From an optimization exercise on the open Yosys and OpenROAD flow, aimed at small area, a short achievable clock period and few clock cycles per item; shortcuts taken in it are not production practice.
In this exercise RTL edits were held to simulation tests only and were not proved equivalent to the original.

==> exp/zinc <==
Design fsb_conv, start of the top module:
module fsb_conv (
    input  wire        clk,
    input  wire        rst,
    input  wire        cmd_valid,
    output wire        cmd_ready,
    input  wire [2:0]  cmd_from,
    input  wire [2:0]  cmd_to,
    input  wire [31:0] cmd_len,
    input  wire        cmd_query,
    input  wire        cmd_pad_sign,
    input  wire        in_valid,
    output wire        in_ready,
    input  wire [7:0]  in_data,
    output wire        out_valid,
    input  wire        out_ready,
    output wire [7:0]  out_data,
    output wire        out_last,
    output wire        rsp_valid,
    input  wire        rsp_ready,
    output wire [3:0]  rsp_status,
    output wire [31:0] rsp_len
);
    reg d_sup, d_exp, d_con, d_pre, d_post;
    always @* begin
        d_sup  = 1'b1;
        d_exp  = 1'b0;
        d_con  = 1'b0;
        d_pre  = 1'b0;
        d_post = 1'b0;
        case ({cmd_from, cmd_to})
            {3'd0, 3'd0}, {3'd1, 3'd1}, {3'd2, 3'd2}, {3'd3, 3'd3},
            {3'd4, 3'd4}, {3'd0, 3'd1}, {3'd1, 3'd0}: ;
            {3'd0, 3'd2}, {3'd2, 3'd0}, {3'd1, 3'd2}, {3'd2, 3'd1}:
                d_pre = 1'b1;                           
            {3'd0, 3'd3}: d_exp = 1'b1;
            {3'd0, 3'd4}: begin d_exp = 1'b1; d_post = 1'b1; end
            {3'd2, 3'd3}: begin d_exp = 1'b1; d_pre = 1'b1; end
            {3'd2, 3'd4}: begin d_exp = 1'b1; d_pre = 1'b1; d_post = 1'b1; end
            {3'd3, 3'd0}: d_con = 1'b1;
            {3'd4, 3'd0}: begin d_con = 1'b1; d_pre = 1'b1; end
            {3'd3, 3'd2}: begin d_con = 1'b1; d_post = 1'b1; end
  ...
export LEC_CHECK = 0
export CAP_MARGIN = 20
export CORE_MARGIN = 2
export CORE_UTILIZATION = 40
export PLACE_DENSITY = 0.6
export SLEW_MARGIN = 20
create_clock -name core_clock -period 10.0 [get_ports {clk}]
standard.sh (not shown) runs the stock make flow with config.mk's settings and CLKGATE_MAP_FILE= SYNTH_SCRIPT=/design/flow/synth_recipe.tcl, a recipe that flattens the netlist after the stock synthesis.
==> flow/flow/run.sh <==
#!/bin/bash
# Standard layout with three changes:
#  - port buffers are sky130_fd_sc_hd__buf_1 (the repair may upsize them),
#  - the clock tree is built from sky130_fd_sc_hd__clkbuf_8,
#  - the timing repair works on every path with less than
#    SETUP_SLACK_MARGIN ns of slack, so it aims below the clock period.
# The clock, constraints and everything else are the standard flow's own.
set -euo pipefail
bash standard.sh SETUP_SLACK_MARGIN=6.65 \
    "BUFFER_PORTS_ARGS=-buffer_cell sky130_fd_sc_hd__buf_1" \
    CTS_BUF_LIST=sky130_fd_sc_hd__clkbuf_8 \
    finish > standard.log 2>&1
==> inputs of exp/fjord, as changes to exp/zinc <==
--- a/flow/design.v
+++ b/flow/design.v
@@ -57,17 +57,14 @@
     reg  [1:0] job;
     reg        m_exp, m_con, m_pre, m_post, m_pad;
     reg        rv;
     reg  [1:0] r_st;
     reg [31:0] rem;              
     reg        more;             
     reg [31:0] len;              
-    reg  [1:0] lph;              
-    reg        sfin;             
-    reg        core_done;
     reg        irdy;
     reg  [7:0] IR;               
     reg        IRv;
     reg  [5:0] R;
     reg  [1:0] r;                
     reg        hi;               
     reg        upar;             
@@ -94,16 +91,16 @@
     wire rfire = rv & rsp_ready;
     wire ofire = ov & out_ready;
     wire fire  = in_valid & irdy;
     wire xv = (xs != S_E);
     wire yv = (ys != S_E);
     wire xq = (xs == S_Q);
     wire yq = (ys == S_Q);
-    wire room    = !xv | !yv | !ov;
-    wire run     = !idle & (job == J_STREAM) & !core_done;
+    wire room    = !xv | !yv | (!ov & !rv);
+    wire run     = !idle & (job == J_STREAM);
     wire need_in = !(m_exp & hi & (r == 2'd3));
     wire pfeed   = m_pre & Pv & !pw;
     wire pwait   = m_pre & Pv & pw;
     wire pempty  = m_pre & !Pv;
     wire       src_p   = pfeed;
     wire       src_ir  = IRv & (!m_pre | pwait);
     wire       src_z   = !more & !IRv & !pfeed;
@@ -147,26 +144,25 @@
     wire [1:0] r_n  = !step ? r :
                       (m_exp & hi) ? r + 2'd1 :
                       (m_con & hi) ? r - 2'd1 : r;
     wire       hi_n = hi ^ step;
     wire final_u = m_exp ? (!hi & (r == 2'd0) & data_end) :
                    m_con ? (inj | (data_end & (!m_post | upar))) :
                            data_end;
-    wire       cp    = !idle & (lph == 2'd0) & !rv;    
-    wire       qrun  = !idle & (lph == 2'd1);
-    wire [4:0] qi    = qc[4:0];
-    wire       qend  = qrun & (qi == 5'd31) & ((job == J_RESP) | !m_exp | qc[5]);
-    wire       ldone = (lph == 2'd2) | qend;
+    wire       qempty = !ov & !xv & !yv;
+    wire       qrun = !idle & (job == J_QUERY) & !rv & qempty;
+    wire [4:0] qi   = qc[4:0];
     wire       sdone = ofire & ol;
-    wire       raise = !idle & ((job == J_STREAM) ? ((sdone | sfin) & ldone) : qend);
-    wire       rv_n  = raise | (rv & !rsp_ready);
+    wire       qdone = qrun & (qi == 5'd31) & (qc[5] | !m_exp);
+    wire       edone = !idle & (job == J_RESP) & !rv & qempty;
+    wire       rv_n  = (sdone | qdone | edone) | (rv & !rsp_ready);
     wire u_pend  = m_post & !upar;             
     wire u_last  = final_u & !m_post;          
     wire p_last  = final_u & m_post;           
-    wire od_free = !ov | ofire;
+    wire od_free = (!ov | (ofire & !ol)) & !rv;
     wire x_first = xq & (!yq | xfirst);
     wire y_first = yq & !x_first;
     wire take_x  = od_free & x_first;
     wire take_y  = od_free & y_first;
     wire bypass  = od_free & !xq & !yq & produce & !u_pend;
     wire store   = produce & !bypass;
     wire x_free  = !xv | take_x;
@@ -188,16 +184,16 @@
             xfirst_n = (ys == S_P) | !(ys_n == S_Q);
         end
         if (to_y) begin
             ys_n     = u_pend ? S_P : S_Q;
             xfirst_n = !((xs == S_P) | !(xs_n == S_Q));
         end
     end
-    wire       qa   = len[0];
-    wire       t3   = (qi <= 5'd28) & len[3];
+    wire       qa   = rem[0];
+    wire       t3   = (qi <= 5'd28) & rem[3];
     wire       y1   = m_con ? (qa ^ !t3 ^ c1) : qa;
     wire       y1c  = (qa & !t3) | (qa & c1) | (!t3 & c1);
     wire       rnd  = (m_pre & !m_con) | (m_con & m_post);
     wire       g0   = (qi == 5'd0) & rnd;
     wire       o1   = y1 ^ (c2 | (g0 & y1));
     wire       o1c  = y1 & (c2 | g0);
     reg  [2:0] v4;               
@@ -222,46 +218,42 @@
     wire       sd   = (qi >= 5'd3) & qv[0];
     wire       mi   = qa ^ kb ^ c1;
     wire       mic  = (qa & kb) | (qa & c1) | (kb & c1);
     wire       si   = mi ^ sd ^ c2;
     wire       sic  = (mi & sd) | (mi & c2) | (sd & c2);
     wire       o2   = mi ^ si ^ cb;
     wire       o2b  = (!mi & si) | (!mi & cb) | (si & cb);
-    wire       qout = (job == J_RESP) ? 1'b0 :
-                      !m_exp ? o1 :
-                      qc[5] ? o2 : qa;
-    wire room_n  = (xs_n == S_E) | (ys_n == S_E) | !ov_n;
+    wire       len_inc = ofire;
+    wire room_n  = (xs_n == S_E) | (ys_n == S_E) | (!ov_n & !rv_n);
     wire need_n  = !(m_exp & hi_n & (r_n == 2'd3));
-    wire irdy_n  = cfire ? (d_ok & !cmd_query & d_nz & !rv_n) :
-                   (!idle & (job == J_STREAM) & more_n & ((lph != 2'd0) | !rv_n) &
+    wire irdy_n  = cfire ? (d_ok & !cmd_query & d_nz) :
+                   (!idle & (job == J_STREAM) & more_n &
                     (!IRv_n | (m_pre & !Pv_n) | (room_n & need_n)));
     always @(posedge clk) begin
         if (rst) begin
             idle <= 1'b1;
             rv   <= 1'b0;
             ov   <= 1'b0;
             irdy <= 1'b0;
             xs   <= S_E;
             ys   <= S_E;
+            len  <= 32'd0;
         end else begin
             rv   <= rv_n;
             irdy <= irdy_n;
-            if (raise) begin
+            if (sdone | qdone | edone)
+                r_st <= edone ? {m_exp, m_con} : 2'b00;
+            if (qdone | edone | (produce & final_u))
                 idle <= 1'b1;
-                r_st <= (job == J_RESP) ? {m_exp, m_con} : 2'b00;
-            end
-            if (sdone)
-                sfin <= 1'b1;
-            if (cp) begin
-                len <= rem;
-                lph <= 2'd1;
-            end else if (qrun) begin
-                len <= {qout, len[31:1]};
-                if (qend) lph <= 2'd2;
-            end
+            if (rfire)
+                len <= 32'd0;
+            else if (len_inc)
+                len <= len + 32'd1;
+            else if (qrun)
+                len <= {qc[5] ? o2 : o1, len[31:1]};
             ov     <= ov_n;
             xs     <= xs_n;
             ys     <= ys_n;
             xfirst <= xfirst_n;
             if (od_free) begin
                 if (take_x)      begin OD <= X;    ol <= lx;     end
                 else if (take_y) begin OD <= Y;    ol <= ly;     end
@@ -282,17 +274,14 @@
                 more   <= d_nz;
                 n0     <= cmd_len[0];
                 r      <= 2'd0;
                 hi     <= 1'b1;
                 upar   <= 1'b0;
                 Pv     <= 1'b0;
                 IRv    <= 1'b0;
-                lph    <= 2'd0;
-                sfin   <= 1'b0;
-                core_done <= 1'b0;
                 pw     <= 1'b0;
                 qc     <= 6'd0;
                 qv     <= 3'd0;
                 c1     <= (cmd_len[2:0] == 3'd0);
                 c2     <= 1'b0;
                 if (!d_ok)
                     job <= J_RESP;
@@ -314,20 +303,19 @@
                 pw <= pw_n;
                 if (move)
                     P <= IR;
                 if (consume)
                     R <= D[5:0];
                 r  <= r_n;
                 hi <= hi_n;
-                if (produce) begin
+                if (produce)
                     upar <= !upar;
-                    if (final_u) core_done <= 1'b1;
-                end
                 if (qrun) begin
                     qc  <= qc + 6'd1;
+                    rem <= {rem[0], rem[31:1]};
                     if (!qc[5]) begin
                         c1 <= y1c;
                         c2 <= o1c;
                         qv <= vn;
                         if (qi == 5'd31) begin
                             qv <= kval;
                             c1 <= 1'b0;
==> flow/flow/run.sh (replaced) <==
#!/bin/bash
# Standard layout with three changes:
#  - port buffers are sky130_fd_sc_hd__buf_1 (the repair may upsize them),
#  - the clock tree is built from sky130_fd_sc_hd__clkbuf_8,
#  - the timing repair works on every path with less than
#    SETUP_SLACK_MARGIN ns of slack, so it aims below the clock period.
# The clock, constraints and everything else are the standard flow's own.
set -euo pipefail
bash standard.sh SETUP_SLACK_MARGIN=6.5 \
    "BUFFER_PORTS_ARGS=-buffer_cell sky130_fd_sc_hd__buf_1" \
    CTS_BUF_LIST=sky130_fd_sc_hd__clkbuf_8 \
    finish > standard.log 2>&1
==> impl_metrics.json <==
{
  "run_status": "finished clean",
  "postRouteWirelength_mm": 23.87,
  "vias": 7939,
  "r2r-start": "qv[1]",
  "finalCriticalPeriod_ns": 3.463,
  "ys_top_cells_by_area": "edfxtp_1, dfxtp_1, o21ai_0, nand2_1, nor2_1",
  "grt_pass1_wl_mm": 38.72,
  "met3_usage_pct": 3.733,
  "synth_common_cells": "edfxtp_1, nand2_1, o21ai_0, nor2_1, a21oi_1",
  "use_met2_pct": 32.34
}
# the run above: exp/fjord

==> impl_metrics.json <==
{
  "synth_common_cells": "edfxtp_1, nand2_1, nor2_1, o21ai_0, a21oi_1",
  "r2r-start": "qv[2]",
  "ys_top_cells_by_area": "edfxtp_1, mux2_2, o21ai_0, nand2_1, nor2_1",
  "synth_cell_type_count": 73,
  "use_met2_pct": 28.16,
  "run_status": "finished clean",
  "place_area_sq_um": 9263,
  "vias": 6620,
  "met3_usage_pct": 4.273,
  "postRouteWirelength_mm": 20.98,
  "finalCriticalPeriod_ns": 3.284,
  "place_inst": 1142
}
# the run above: exp/zinc

Testbench counts of exp/zinc, summed over its fixed seeds: cycles 47,157, bytes 43,714.
Testbench counts of exp/fjord, summed over its fixed seeds: cycles 46,455, bytes 43,714.

-- re-timing with driven ports --
The results above use ideal ports. As a check the final layouts listed here were re-extracted and re-timed, cells and wires unchanged.
Step 1 (the two cells are an assumption about what drives the block):
set clk [get_ports {clk}]
set_driving_cell -lib_cell sky130_fd_sc_hd__clkbuf_16 $clk
set_driving_cell -lib_cell sky130_fd_sc_hd__buf_2 [delete_from_list [all_inputs] $clk]
Step 2 times the ports against the registers' clock, not the clock port: input delays grow and output delays shrink by t, the midpoint of the rising clock arrivals with the driver on.
Three values: ideal ports, drivers, drivers and shift; two values: the first two.
run | t, ns | setup slack, ns | worst register clock-pin slew, ns | pins driven straight from the clock port
exp/zinc | 0.508 | 6.716 / 6.716 / 6.237 | 0.11 / 0.11 | 1
exp/fjord | 0.497 | 6.537 / 6.537 / 6.120 | 0.10 / 0.10 | 1
After both steps every run listed still meets setup and hold. For exp/zinc, which loses most, drivers alone change the setup slack by 0.000 ns; drivers and shift together by -0.479 ns.
